What follows belongs to an exercise in optimizing a design on an open flow for small area, a short achievable clock period and few clock cycles; a production flow would make more cautious choices. Only simulation tests tie the RTL to the original design; equivalence was not proved. No activity file was given, so power comes from the tool's default toggle rates.

==> inputs of ember <==
==> flow/design.v (excerpt) <==
module openblt_transport (
    input  wire         clk,
    input  wire         rst,             
    input  wire         cmd_valid,
    output wire         cmd_ready,
    input  wire [15:0]  cmd,
    input  wire [31:0]  arg_len,
    input  wire         dbuf_we,
    input  wire [255:0] dbuf_wdata,      
    output reg  [1:0]   status,
    output wire [31:0]  result,
    output wire [7:0]   pkt_len,
    output wire [255:0] pkt_data,        
    input  wire [31:0]  now_ms,
    input  wire [31:0]  now_tick,
    output reg          pf_rx_req,
    input  wire         pf_rx_valid,
    input  wire [7:0]   pf_rx_data,
    output reg          pf_tx_valid,
    output wire [7:0]   pf_tx_data,
    input  wire         pf_tx_done,
    input  wire         pf_tx_ok,
    output reg          mb_rx_req,
    input  wire         mb_rx_valid,
    input  wire [7:0]   mb_rx_data,
    output reg          mb_tx_valid,
    output reg          mb_tx_last,
    output wire [7:0]   mb_tx_data,
    input  wire         mb_tx_done,
    input  wire         mb_tx_ok,
    output reg          mb_de
);
    localparam [7:0]  NODE_ID       = 8'h01;
    localparam [7:0]  FUNCTION_CODE = 8'h50;
    localparam [31:0] MB_T35        = 32'd403;
    localparam [31:0] PF_TIMEOUT_MS = 32'd100;
    localparam [1:0] ST_OK = 2'd0, ST_RANGE = 2'd1, ST_HW = 2'd2, ST_ILLEGAL = 2'd3;
    localparam [2:0] S_IDLE  = 3'd0,    
                     S_POLL  = 3'd1,    
                     S_BLK   = 3'd2,    
  ...
Settings: LEC_CHECK=0, CAP_MARGIN=20, CORE_MARGIN=2, CORE_UTILIZATION=60, CTS_CLUSTER_DIAMETER=60, CTS_CLUSTER_SIZE=20, SLEW_MARGIN=20; clock period 10.0 ns.
standard.sh (not shown) runs the stock make flow with config.mk's settings and CLKGATE_MAP_FILE= SYNTH_SCRIPT=/design/flow/synth_recipe.tcl, a recipe that flattens the netlist after the stock synthesis.
==> flow/flow/run.sh <==
#!/bin/bash
set -euo pipefail
export BUFFER_PORTS_ARGS="-buffer_cell sky130_fd_sc_hd__buf_1"
export SETUP_SLACK_MARGIN="${FLOW_SETUP_MARGIN:-6.7}"
bash standard.sh > standard.log 2>&1
==> xenon: changes against ember <==
--- a/flow/design.v
+++ b/flow/design.v
@@ -64,27 +64,27 @@
     reg        len_ok_q;        
     reg        len_le_q;        
     reg [5:0]  idx;             
     reg [3:0]  maddr;           
     reg [15:0] wq;              
     reg [8:0]  wcnt;            
     reg [2:0]  phase;           
     reg        tx_fail;
-    reg [7:0]  pf_txd;          
-    reg [7:0]  mb_txd;          
+    reg [7:0]  txd;             
     reg [15:0] crc_w;           
     reg [15:0] res;             
     reg [5:0]  pkt_len6;        
     reg        pf_init_q;       
     reg        crc_init_q;      
     reg        crc_byte_q;      
     reg [7:0]  imm_q;           
     reg        rxv_q;           
     reg [7:0]  rxd_q;
+    reg        pf_a_q, pf_b_q, pf_g_q, mb_a_q, mb_b_q, mb_g_q;
     reg [7:0]  dbuf  [0:31];
     reg [7:0]  pkt   [0:31];
     reg        pf_st;           
     reg [4:0]  pf_cnt;
     reg [5:0]  pf_exp;
     reg [31:0] pf_last_ms;
     reg [7:0]  pf_buf [0:31];
     reg [15:0] crc_reg;
@@ -96,83 +96,68 @@
     reg [5:0]  mb_len;          
     reg [7:0]  mb_b1, mb_b2;
     reg [15:0] crc_run;
     reg        mb_ok;           
     integer i;
     assign cmd_ready  = rdy;
     assign result     = {16'd0, res};
     assign pkt_len    = {2'b00, pkt_len6};
-    assign pf_tx_data = pf_txd;
-    assign mb_tx_data = mb_txd;
+    assign pf_tx_data = txd;
+    assign mb_tx_data = txd;
     genvar g;
     generate
         for (g = 0; g < 32; g = g + 1) begin : g_pkt
             assign pkt_data[8*g +: 8] = pkt[g];
         end
     endgenerate
     wire       c_acc, c_rdy, c_pf_req, c_mb_req, c_pf_txv, c_mb_de;
     wire       c_pf_init, c_crc_init, c_crc_byte, c_rd, c_t35;
     wire       c_pf_last, c_mb_last, c_len_ok, c_len_le;
     wire [2:0] c_state;
     wire [1:0] c_status;
-    wire [15:0] c_res;
-    wire [15:0] crc_now = crc_init_q ? 16'hFFFF :
-                          crc_byte_q ? crc_step(crc_reg, imm_q) : crc_reg;
     openblt_transport_dec u_dec (
         .cmd_valid(cmd_valid), .rdy(rdy), .cmd(cmd), .arg_len(arg_len),
         .pf_rx_valid(pf_rx_valid), .mb_rx_valid(mb_rx_valid),
-        .status(status), .res(res), .crc_now(crc_now), .res_nx(c_res),
         .acc(c_acc), .rdy_nx(c_rdy), .state_nx(c_state), .status_nx(c_status),
         .pf_req(c_pf_req), .mb_req(c_mb_req), .pf_txv(c_pf_txv), .mb_de(c_mb_de),
         .pf_init(c_pf_init), .crc_init(c_crc_init), .crc_byte(c_crc_byte),
         .rd(c_rd), .t35(c_t35), .pf_last_we(c_pf_last), .mb_last_we(c_mb_last),
         .len_ok(c_len_ok), .len_le(c_len_le)
     );
+    wire [15:0] crc_now = crc_init_q ? 16'hFFFF :
+                          crc_byte_q ? crc_step(crc_reg, imm_q) : crc_reg;
     wire [24:0] ms_hi_p1 = pf_last_ms[31:7] + 25'd1;
     wire [7:0]  ms_lim   = {1'b0, pf_last_ms[6:0]} + PF_TIMEOUT_MS[7:0];
-    wire [6:0]  pf_t;       
-    assign pf_t[0] = (now_ms[31:20] == pf_last_ms[31:20]);
-    assign pf_t[1] = (now_ms[19:7]  == pf_last_ms[19:7]);
-    assign pf_t[2] = ({1'b0, now_ms[6:0]} < ms_lim);
-    assign pf_t[3] = (now_ms[31:20] == ms_hi_p1[24:13]);
-    assign pf_t[4] = (now_ms[19:7]  == ms_hi_p1[12:0]);
-    assign pf_t[5] = ms_lim[7] && (now_ms[6:0] < ms_lim[6:0]);
-    assign pf_t[6] = (now_ms[6:0] >= pf_last_ms[6:0]);
+    wire pf_a = (now_ms[31:7] == pf_last_ms[31:7]) && ({1'b0, now_ms[6:0]} < ms_lim);
+    wire pf_b = (now_ms[31:7] == ms_hi_p1) && ms_lim[7] && (now_ms[6:0] < ms_lim[6:0]);
+    wire pf_g = (now_ms[6:0] >= pf_last_ms[6:0]);
     wire [22:0] tk_hi_p1 = mb_last_tick[31:9] + 23'd1;
     wire [9:0]  tk_lim   = {1'b0, mb_last_tick[8:0]} + MB_T35[9:0];
-    wire [6:0]  mb_t;
-    assign mb_t[0] = (now_tick[31:20] == mb_last_tick[31:20]);
-    assign mb_t[1] = (now_tick[19:9]  == mb_last_tick[19:9]);
-    assign mb_t[2] = ({1'b0, now_tick[8:0]} < tk_lim);
-    assign mb_t[3] = (now_tick[31:20] == tk_hi_p1[22:11]);
-    assign mb_t[4] = (now_tick[19:9]  == tk_hi_p1[10:0]);
-    assign mb_t[5] = tk_lim[9] && (now_tick[8:0] < tk_lim[8:0]);
-    assign mb_t[6] = (now_tick[8:0] >= mb_last_tick[8:0]);
-    reg [6:0] pf_t_q, mb_t_q;
-    wire pf_late = !(pf_t_q[6] ? (pf_t_q[0] & pf_t_q[1] & pf_t_q[2])
-                               : (pf_t_q[3] & pf_t_q[4] & pf_t_q[5]));
-    wire mb_late = !(mb_t_q[6] ? (mb_t_q[0] & mb_t_q[1] & mb_t_q[2])
-                               : (mb_t_q[3] & mb_t_q[4] & mb_t_q[5]));
+    wire mb_a = (now_tick[31:9] == mb_last_tick[31:9]) && ({1'b0, now_tick[8:0]} < tk_lim);
+    wire mb_b = (now_tick[31:9] == tk_hi_p1) && tk_lim[9] && (now_tick[8:0] < tk_lim[8:0]);
+    wire mb_g = (now_tick[8:0] >= mb_last_tick[8:0]);
+    wire pf_late = !(pf_g_q ? pf_a_q : pf_b_q);
+    wire mb_late = !(mb_g_q ? mb_a_q : mb_b_q);
     wire       pf_st1    = pf_st & ~pf_late;
     wire [5:0] pf_cnt_p1 = {1'b0, pf_cnt} + 6'd1;
     wire       pf_start  = rxv_q & ~pf_st1 & (rxd_q >= 8'd1) & (rxd_q <= 8'd32);
     wire       pf_del    = rxv_q & pf_st1 & (pf_cnt_p1 == pf_exp);
     wire       mb_clear  = mb_late & ~mb_sync;
     wire       mb_sync1  = mb_sync & ~mb_late;
     wire       mb_del    = mb_clear & mb_ok;
     wire [5:0] mb_cnt1   = mb_clear ? 6'd0 : mb_cnt;
     wire do_poll = (state == S_POLL);
     wire del_pf  = do_poll & ~poll_mb & pf_del;
     wire del_mb  = do_poll &  poll_mb & mb_del;
     wire [15:0] dword    = {dbuf[{maddr, 1'b1}], dbuf[{maddr, 1'b0}]};
     wire [7:0]  wbyte    = idx[0] ? wq[15:8] : wq[7:0];    
     wire [5:0]  idx_p2   = idx + 6'd2;
     wire        blk_one  = (idx + 6'd1 == n_q);           
-    wire [15:0] crc_w_nx = crc_step(crc_w, mb_txd);
+    wire [15:0] crc_w_nx = crc_step(crc_w, txd);
     reg [31:0] pk_en_pf, pk_en_mb;
     always @(*) begin
         for (i = 0; i < 32; i = i + 1) begin
             pk_en_pf[i] = del_pf && i < pf_exp;
             pk_en_mb[i] = del_mb && i < mb_len;
         end
     end
     always @(posedge clk) begin
@@ -188,46 +173,31 @@
             pkt[i] <= ({8{pk_en_pf[i]}} & pf_buf[i]) | ({8{pk_en_mb[i]}} & mb_pay[i]) |
                       ({8{~(pk_en_pf[i] | pk_en_mb[i])}} & pkt[i]);
         pkt_len6 <= ({6{del_pf}} & pf_exp) | ({6{del_mb}} & mb_len) |
                     ({6{~(del_pf | del_mb)}} & pkt_len6);
     end
     always @(posedge clk) begin
         rxv_q  <= cmd[13] ? mb_rx_valid : pf_rx_valid;
         rxd_q  <= cmd[13] ? mb_rx_data  : pf_rx_data;
-        pf_t_q <= pf_t;
-        mb_t_q <= mb_t;
+        pf_a_q <= pf_a;
+        pf_b_q <= pf_b;
+        pf_g_q <= pf_g;
+        mb_a_q <= mb_a;
+        mb_b_q <= mb_b;
+        mb_g_q <= mb_g;
         imm_q  <= cmd[7:0];
     end
     always @(posedge clk) begin
         if (rst)
             mb_ok <= 1'b0;
         else
             mb_ok <= mb_hdr && ({1'b0, mb_len} + 7'd5 == {1'b0, mb_cnt}) &&
                      (crc_run == {mb_b1, mb_b2});
     end
-    wire pft_idle = (state == S_IDLE);
-    wire pft_ld   = (state == S_PFTX) & pf_tx_done & pf_tx_ok;
-    wire mbt_idle = (state == S_IDLE);
-    wire mbt_ld   = (state == S_MBTX) & mb_tx_done & mb_tx_ok;
-    reg [7:0] mb_next;
-    always @(*) begin
-        case (phase)
-        F_NODE:  mb_next = FUNCTION_CODE;
-        F_FC:    mb_next = {2'b00, n_q};
-        F_CLO:   mb_next = crc_w[15:8];
-        default: mb_next = (idx == n_q) ? crc_w_nx[7:0] : wbyte;
-        endcase
-    end
-    always @(posedge clk) begin
-        pf_txd <= ({8{pft_idle}} & arg_len[7:0]) | ({8{pft_ld}} & wbyte) |
-                  ({8{~(pft_idle | pft_ld)}} & pf_txd);
-        mb_txd <= ({8{mbt_idle}} & NODE_ID) | ({8{mbt_ld}} & mb_next) |
-                  ({8{~(mbt_idle | mbt_ld)}} & mb_txd);
-    end
     always @(posedge clk) begin
         if (c_pf_last)
             pf_last_ms <= now_ms;
         if (c_mb_last)
             mb_last_tick <= now_tick;
     end
     always @(posedge clk) begin
         if (rst) begin
@@ -263,29 +233,34 @@
             case (state)
             S_IDLE: begin
                 n_q      <= arg_len[5:0];
                 len_ok_q <= c_len_ok;
                 len_le_q <= c_len_le;
                 idx      <= 6'd0;
                 maddr    <= 4'd1;
                 wq       <= (dbuf_we ? dbuf_wdata[15:0] : {dbuf[1], dbuf[0]});
+                txd      <= cmd[13] ? NODE_ID : arg_len[7:0];
                 phase    <= F_NODE;
                 crc_w    <= 16'hFFFF;
                 tx_fail  <= 1'b0;
                 wcnt     <= 9'd0;
                 poll_mb  <= cmd[13];
                 rdy         <= c_rdy;
                 state       <= c_state;
                 pf_rx_req   <= c_pf_req;
                 mb_rx_req   <= c_mb_req;
                 pf_tx_valid <= c_pf_txv;
                 mb_de       <= c_mb_de;
-                status <= c_status;
-                res    <= c_res;
+                if (c_acc)
+                    status <= c_status;
+                if (c_rd)
+                    res <= crc_now;
+                if (c_t35)
+                    res <= MB_T35[15:0];
             end
             S_POLL: begin
                 rdy       <= 1'b1;
                 state     <= S_IDLE;
                 pf_rx_req <= 1'b0;
                 mb_rx_req <= 1'b0;
                 if (!poll_mb) begin
                     res <= {15'd0, pf_del};
@@ -342,16 +317,17 @@
             end
             S_PFTX: if (pf_tx_done) begin
                 if (!pf_tx_ok || idx == n_q) begin
                     pf_tx_valid <= 1'b0;
                     status      <= pf_tx_ok ? ST_OK : ST_HW;
                     rdy         <= 1'b1;
                     state       <= S_IDLE;
                 end else begin
+                    txd <= wbyte;
                     idx <= idx + 6'd1;
                     if (idx[0]) begin
                         wq    <= dword;
                         maddr <= maddr + 4'd1;
                     end
                 end
             end
             S_INIT: begin
@@ -379,24 +355,26 @@
                     mb_tx_last  <= 1'b0;
                     tx_fail     <= !mb_tx_ok;
                     wcnt        <= 9'd0;
                     state       <= S_POST;
                 end else begin
                     if (phase != F_CLO)
                         crc_w <= crc_w_nx;
                     case (phase)
-                    F_NODE: phase <= F_FC;
-                    F_FC:   phase <= F_LEN;
-                    F_CLO:  begin phase <= F_CHI; mb_tx_last <= 1'b1; end
+                    F_NODE: begin txd <= FUNCTION_CODE; phase <= F_FC; end
+                    F_FC:   begin txd <= {2'b00, n_q};  phase <= F_LEN; end
+                    F_CLO:  begin txd <= crc_w[15:8];   phase <= F_CHI; mb_tx_last <= 1'b1; end
                     default: begin  
                         phase <= F_PAY;
-                        if (idx == n_q)
+                        if (idx == n_q) begin
+                            txd   <= crc_w_nx[7:0];
                             phase <= F_CLO;
-                        else begin
+                        end else begin
+                            txd <= wbyte;
                             idx <= idx + 6'd1;
                             if (idx[0]) begin
                                 wq    <= dword;
                                 maddr <= maddr + 4'd1;
                             end
                         end
                     end
                     endcase
@@ -421,20 +399,16 @@
 endmodule
 module openblt_transport_dec (
     input  wire        cmd_valid,
     input  wire        rdy,
     input  wire [15:0] cmd,
     input  wire [31:0] arg_len,
     input  wire        pf_rx_valid,
     input  wire        mb_rx_valid,
-    input  wire [1:0]  status,
-    input  wire [15:0] res,
-    input  wire [15:0] crc_now,      
-    output wire [15:0] res_nx,       
     output wire        acc,          
     output wire        rdy_nx,
     output wire [2:0]  state_nx,
     output wire [1:0]  status_nx,    
     output wire        pf_req,
     output wire        mb_req,
     output wire        pf_txv,
     output wire        mb_de,
@@ -469,19 +443,17 @@
     assign len_ok = len_le && (arg_len[5:0] != 6'd0);
     wire go_poll = acc & (d_pf_poll | d_mb_poll);
     wire go_blk  = acc & d_crc_blk;
     wire go_pftx = acc & d_pf_tx & len_ok;
     wire go_mbtx = acc & d_mb_tx & len_ok;
     wire go_init = acc & d_mb_init;
     assign rdy_nx    = !(go_poll | go_blk | go_pftx | go_mbtx | go_init);
     assign state_nx  = {go_init | go_mbtx, go_blk | go_pftx, go_poll | go_pftx | go_mbtx};
-    assign status_nx = !acc ? status :
-                       !d_legal ? 2'd3 : ((d_pf_tx | d_mb_tx) & !len_ok) ? 2'd1 : 2'd0;
-    assign res_nx    = rd ? crc_now : t35 ? 16'd403 : res;
+    assign status_nx = !d_legal ? 2'd3 : ((d_pf_tx | d_mb_tx) & !len_ok) ? 2'd1 : 2'd0;
     assign pf_req    = acc & d_pf_poll;
     assign mb_req    = acc & (d_mb_poll | d_mb_init);
     assign pf_txv    = go_pftx;
     assign mb_de     = go_mbtx;
     assign pf_init   = acc & d_pf_init;
     assign crc_init  = acc & d_crc_init;
     assign crc_byte  = acc & d_crc_byte;
     assign rd        = acc & d_crc_read;
==> flow/flow/run.sh (replaced) <==
#!/bin/bash
set -euo pipefail
export BUFFER_PORTS_ARGS="-buffer_cell sky130_fd_sc_hd__buf_1"
export SETUP_SLACK_MARGIN="${FLOW_SETUP_MARGIN:-7.2}"
bash standard.sh > standard.log 2>&1
==> flow/config.mk (replaced) <==
export PLATFORM = sky130hd
export DESIGN_NAME = openblt_transport
export DESIGN_NICKNAME = openblt_transport
export VERILOG_FILES = /design/flow/design.v
export SDC_FILE = /design/flow/constraint.sdc
export NUM_CORES = 4
export LEC_CHECK = 0
export CAP_MARGIN = 20
export CORE_MARGIN = 2
export CORE_UTILIZATION = 50
export CTS_CLUSTER_DIAMETER = 80
export CTS_CLUSTER_SIZE = 30
export SLEW_MARGIN = 20
==> fjord: changes against ember <==
==> flow/config.mk (replaced) <==
export PLATFORM = sky130hd
export DESIGN_NAME = openblt_transport
export DESIGN_NICKNAME = openblt_transport
export VERILOG_FILES = /design/flow/design.v
export SDC_FILE = /design/flow/constraint.sdc
export NUM_CORES = 4
export LEC_CHECK = 0
export CAP_MARGIN = 20
export CORE_MARGIN = 2
export CORE_UTILIZATION = 60
export CTS_CLUSTER_DIAMETER = 80
export CTS_CLUSTER_SIZE = 30
export SLEW_MARGIN = 20
export SYNTH_HIERARCHICAL = 1
==> comparison table <==
quantity	ember	xenon	fjord
Status	complete, no violations	complete, no violations	complete, no violations
Proportion of synthesized chip area in sequential cells	68.5%	69.0%	-
Non-clk buf share	5.82%	11.3%	5.92%
Quantity of gates resized following cts	85	1193	108
Antenna violations before repair	32	18	27
Met2 Usage GRT	55.7%	50.2%	55.4%
Power consumed by combinational cells	0.431 mW	0.474 mW	0.454 mW
Post-synthesis share of cell area spent on full adders, half adders and majority gates	1.37%	1.39%	-
Critical path arrival	3.93 ns	1.40 ns	4.13 ns
H-tree depth	3	2	2
Gate Count Post-Synth	4077	4028	4069
Proportion of synthesized area in mux cells	1.63%	1.09%	-
Die outline area	89100 um^2	105000 um^2	89400 um^2
Final non-filler cell total	6071	6327	5985
Clock network power	3.87 mW	3.03 mW	2.78 mW
Share of total power in combinational logic	4.2%	5.1%	5.0%
DRC marker count from the first detailed-route iteration	3934	3791	4123
Final worst clock skew	0.0508 ns	0.0365 ns	0.0303 ns
Reg2reg end	pkt[8][3]	pf_b_q	mb_pay[14][3]
Element type at the critical path end	flop	output pin	flop
Area of all placed cells without fillers	59800 um^2	63800 um^2	58800 um^2
Crit path depth	9	1	9
Number of placed cells counting well taps	5843	5990	5816
Worst max-slew margin expressed relative to the limit	30.0%	27.9%	5.96%
Worst reg2reg setup slack	6.87 ns	7.11 ns	6.73 ns
Testbench counts of ember, summed over its fixed seeds: cycles 67,156.
Testbench counts of xenon, summed over its fixed seeds: cycles 67,156.
Testbench counts of fjord, summed over its fixed seeds: cycles 67,156.

==> what the ideal ports hide <==
Ports are ideal in the flow. The routed layouts listed here were re-timed in OpenROAD.
Step 1, drivers: a clkbuf_16 drives clk and a buf_2 each remaining input, both assumed.
Step 2 moves the port delays by t, midway between the first and last clock arrival at a register: inputs arrive t later, outputs are due t later. That takes back most of the time a late clock gives input paths.
Slacks: ideal ports / drivers / drivers and shift; pairs: ideal ports / drivers.
| run | t (ns) | setup slack, ns | clock arrival spread, ns |
|---|---|---|---|
| ember | 0.734 | 6.700 / 6.647 / 5.990 | 0.052 / 0.052 |
| xenon | 0.778 | 6.605 / 6.544 / 5.889 | 0.043 / 0.043 |
| fjord | 0.740 | 6.463 / 6.406 / 5.763 | 0.032 / 0.033 |
After both steps setup and hold are still met in every run listed. The setup slack of xenon, which loses most, moves by -0.061 ns with the drivers and by -0.716 ns with both steps.
